From an optimization exercise on the open Yosys and OpenROAD flow, aimed at small area, a short achievable clock period and few clock cycles; shortcuts taken in it are not production practice. Only simulation tests tie the RTL to the original design; equivalence was not proved. Power figures rest on the tool's default switching activity, not on a simulated workload.

==> flow/design.v (excerpt) <==
module frame_rx (
    input  wire        clk,
    input  wire        rst,
    input  wire        cmd_valid,
    output wire        cmd_ready,
    input  wire [15:0] cmd_word,
    input  wire [7:0]  rx_avail,
    input  wire        rx_err,
    input  wire        rx_valid,
    input  wire [7:0]  rx_data,
    output wire        rx_ready,
    output reg         rsp_valid,
    output reg  [1:0]  rsp_status,
    output reg  [31:0] rsp_data,
    output reg         ev_valid,
    output reg         ev_hdr,
    output reg  [7:0]  ev_port,
    output reg  [7:0]  ev_data
);
Size: about 4600 cells after synthesis, ~1200 flip-flops, ~92 I/O pins, ~0.053 mm^2 of cells after synthesis.
clock: 10.0 ns
lec_check: 0
cap_margin: 20
core_margin: 2
core_utilization: 40
place_density: 0.6
setup_slack_margin: 5
slew_margin: 20
run.sh (not shown) runs the stock make flow with config.mk's settings and CLKGATE_MAP_FILE= SYNTH_SCRIPT=/design/flow/synth_recipe.tcl, a recipe that flattens the netlist after the stock synthesis.
Testbench counts at the start, summed over its fixed seeds: cycles 46,664.
Then changed:
Settings changed: CORE_UTILIZATION 40 to 55, PLACE_DENSITY 0.6 to 0.7, TNS_END_PERCENT set to 100.
Result: Combinational power barely changes; wire length falls slightly; cell area is lower slightly; die area is lower by a quarter to a third; setup slack gains 0.090 ns; synthesized area is unchanged; via count went up slightly; total power is lower by a few percent.
Then changed:
==> flow/flow/run.sh (new file) <==
#!/bin/bash
set -euo pipefail
bash standard.sh SETUP_SLACK_MARGIN=7 finish > std_flow.log 2>&1
==> flow/standard.sh (new file) <==
#!/bin/bash
# synth_recipe.tcl (not shown) runs the flow's synth.tcl, then flattens the netlist and writes it again
# the make line also repeats each setting of config.mk as NAME=value (left out here)
make -C /OpenROAD-flow-scripts/flow DESIGN_CONFIG=/design/flow/config.mk WORK_HOME=/design/flow/orfs CLKGATE_MAP_FILE= SYNTH_SCRIPT=/design/flow/synth_recipe.tcl "${@:-finish}"
Settings changed: CORE_UTILIZATION 55 to 40, PLACE_DENSITY 0.7 to 0.6, TNS_END_PERCENT 100 to not set.
removed: flow/run.sh
After rerunning:
- core utilization falls by 13 points
- first-iteration DRC count falls by 15%
- flip-flop and latch count stays the same
- clock skew rises by 0.011 ns
- global-route usage falls by 4.7 points
- total power rises by about 10%
- synthesized cell count is unchanged
- cell count rises by about 12%
- clock power rises by about 8%
- cell area rises by 9.9%
- sequential power is about the same

---

## P
Another version of the RTL of frame_rx (not shown whole).
For scale: ~4,600 cells after synthesis.
export LEC_CHECK = 0
export CAP_MARGIN = 20
export CORE_MARGIN = 2
export CORE_UTILIZATION = 55
export CTS_CLUSTER_DIAMETER = 120
export CTS_CLUSTER_SIZE = 24
export PLACE_DENSITY = 0.7
export SETUP_SLACK_MARGIN = 5
export SLEW_MARGIN = 20
export TNS_END_PERCENT = 100
create_clock -name core_clock -period 10.0 [get_ports {clk}]
standard.sh (not shown) runs the stock make flow with config.mk's settings and CLKGATE_MAP_FILE= SYNTH_SCRIPT=/design/flow/synth_recipe.tcl, a recipe that flattens the netlist after the stock synthesis.
==> flow/flow/run.sh <==
#!/bin/bash
set -euo pipefail
bash standard.sh SETUP_SLACK_MARGIN=6.85 finish > std_flow.log 2>&1
Testbench counts of P, summed over its fixed seeds: cycles 46,664.
The inputs of Q differ from those of P as listed below.
==> flow/flow/run.sh <==
#!/bin/bash
set -euo pipefail
bash standard.sh SETUP_SLACK_MARGIN=6.7 finish > std_flow.log 2>&1
[summary]
Maximum clock rate shrinks by a few percent when moving from P to Q.
The run with more setup slack is P; Q has less.
On via count, Q does better than P.
On CTS buffer count: between P and Q, it ends up lower for Q.

---

build 55:
Another version of the RTL of frame_rx (not shown whole).
Size in the first run: roughly 4400 cells after synthesis, roughly 1300 flip-flops, ~92 I/O pins, ~54000 sq um of cells after synthesis.
Settings: LEC_CHECK=0, CAP_MARGIN=20, CORE_MARGIN=2, CORE_UTILIZATION=55, CTS_CLUSTER_DIAMETER=120, CTS_CLUSTER_SIZE=24, PLACE_DENSITY=0.7, SETUP_SLACK_MARGIN=5, SLEW_MARGIN=20, TNS_END_PERCENT=100; clock period 10.0 ns.
==> flow/flow/run.sh <==
#!/bin/bash
set -euo pipefail
bash standard.sh SETUP_SLACK_MARGIN=6.85 finish > std_flow.log 2>&1
Build 55 completed end to end with timing, DRC and antenna clean.
Testbench counts of build 55, summed over its fixed seeds: cycles 46,664.
The inputs of build 45 differ from those of build 55 as listed below.
==> flow/flow/run.sh <==
#!/bin/bash
set -euo pipefail
bash standard.sh SETUP_SLACK_MARGIN=6.7 finish > std_flow.log 2>&1
Notes after the runs:
[compare] base=build 55 new=build 45: synthesis-to-layout area growth decreased by 2.0 points relative to the old numbers, worst hold slack closely matched the old numbers. The setup slack of build 45 is smaller than that of build 55. Fmax | build 45 vs build 55 | build 45 slower. Compared with build 55, summed area of non-filler cells in the final layout in build 45 decreased slightly. The flow did not stop early for build 45: all stages ran, and the layout cleared the timing, DRC and antenna checks. Build 55 finished all stages; the layout is clean. Diff build 45 and build 55: number of buffers inserted to repair setup after CTS lower in build 45. Between build 45 and build 55, the cts-stage hold buffer count figures differ only marginally. Row final standard cell utilization of the core: build 45 lower / build 55 higher. Compared with build 55, build 45 shows multi-input gate share of the layout cell area higher by 0.18 points. In build 45 relative to build 55, wire length of the first global-routing pass had gone down by a few percent.
--- input diff build 45..build 77 ---
==> flow/flow/run.sh <==
#!/bin/bash
set -euo pipefail
bash standard.sh SETUP_SLACK_MARGIN=7.0 finish > std_flow.log 2>&1
Against build 45, placer's final routability congestion estimate in build 77 rose by a few percent. Number of DRC violations after detailed-routing iteration 0 (build 77 vs. build 45) increases by a few percent. Most frequent standard cell in the layout excluding fill and tap cells: sky130_fd_sc_hd__nor2_1 -> build 45, sky130_fd_sc_hd__edfxtp_1 -> build 77. Build 45 → build 77: power saw an increase; layout multi-input combinational cell count comparable; number of instances resized during post-cts repair increased by 240 relative to the old numbers. From build 45 to build 77 the numbers moved as follows: global-route total usage across every layer higher; via count moved up; final total negative setup slack did not really move; clock network power share fell by 0.5 points. Per the comparison of build 77 with build 45, routed wire length up 5.4%; later-pin clock latency in the skew report flat.

-- separate check: timing with driven ports --
The flow's constraints put no driver on any port. The routed layouts listed below were extracted and timed again, unchanged, in two steps.
Step 1: set_driving_cell puts a clkbuf_16 on clk and a buf_2 on each other input, an assumption about the parent block.
Step 2 also shifts input and output timing later by t, the mid clock arrival at the registers, as if the neighbouring blocks saw the same clock.
a / b / c = no drivers / after step 1 / after step 2; a / b = the first two.
run	t (ns)	setup slack, ns	worst setup path at the end	latest minus earliest clock arrival (ns)
the first run of note 1	0.850	5.148 / 5.148 / 4.967	input to register	0.036 / 0.036
the second run of note 1	0.781	5.239 / 5.239 / 5.131	input to register	0.032 / 0.032
the third run of note 1	0.851	6.094 / 6.094 / 5.792	input to register	0.045 / 0.045
P	0.740	6.777 / 6.721 / 6.063	input to register	0.036 / 0.037
Q	0.768	6.686 / 6.664 / 5.966	input to register	0.031 / 0.031
build 55	0.791	6.531 / 6.457 / 6.112	input to register	0.049 / 0.049
build 45	0.762	6.490 / 6.490 / 5.905	input to register	0.032 / 0.033
build 77	0.776	6.515 / 6.483 / 5.963	input to register	0.042 / 0.042
After both steps setup and hold are still met in every run listed. The setup slack of Q, which loses most, moves by -0.022 ns with the drivers and by -0.720 ns with both steps.
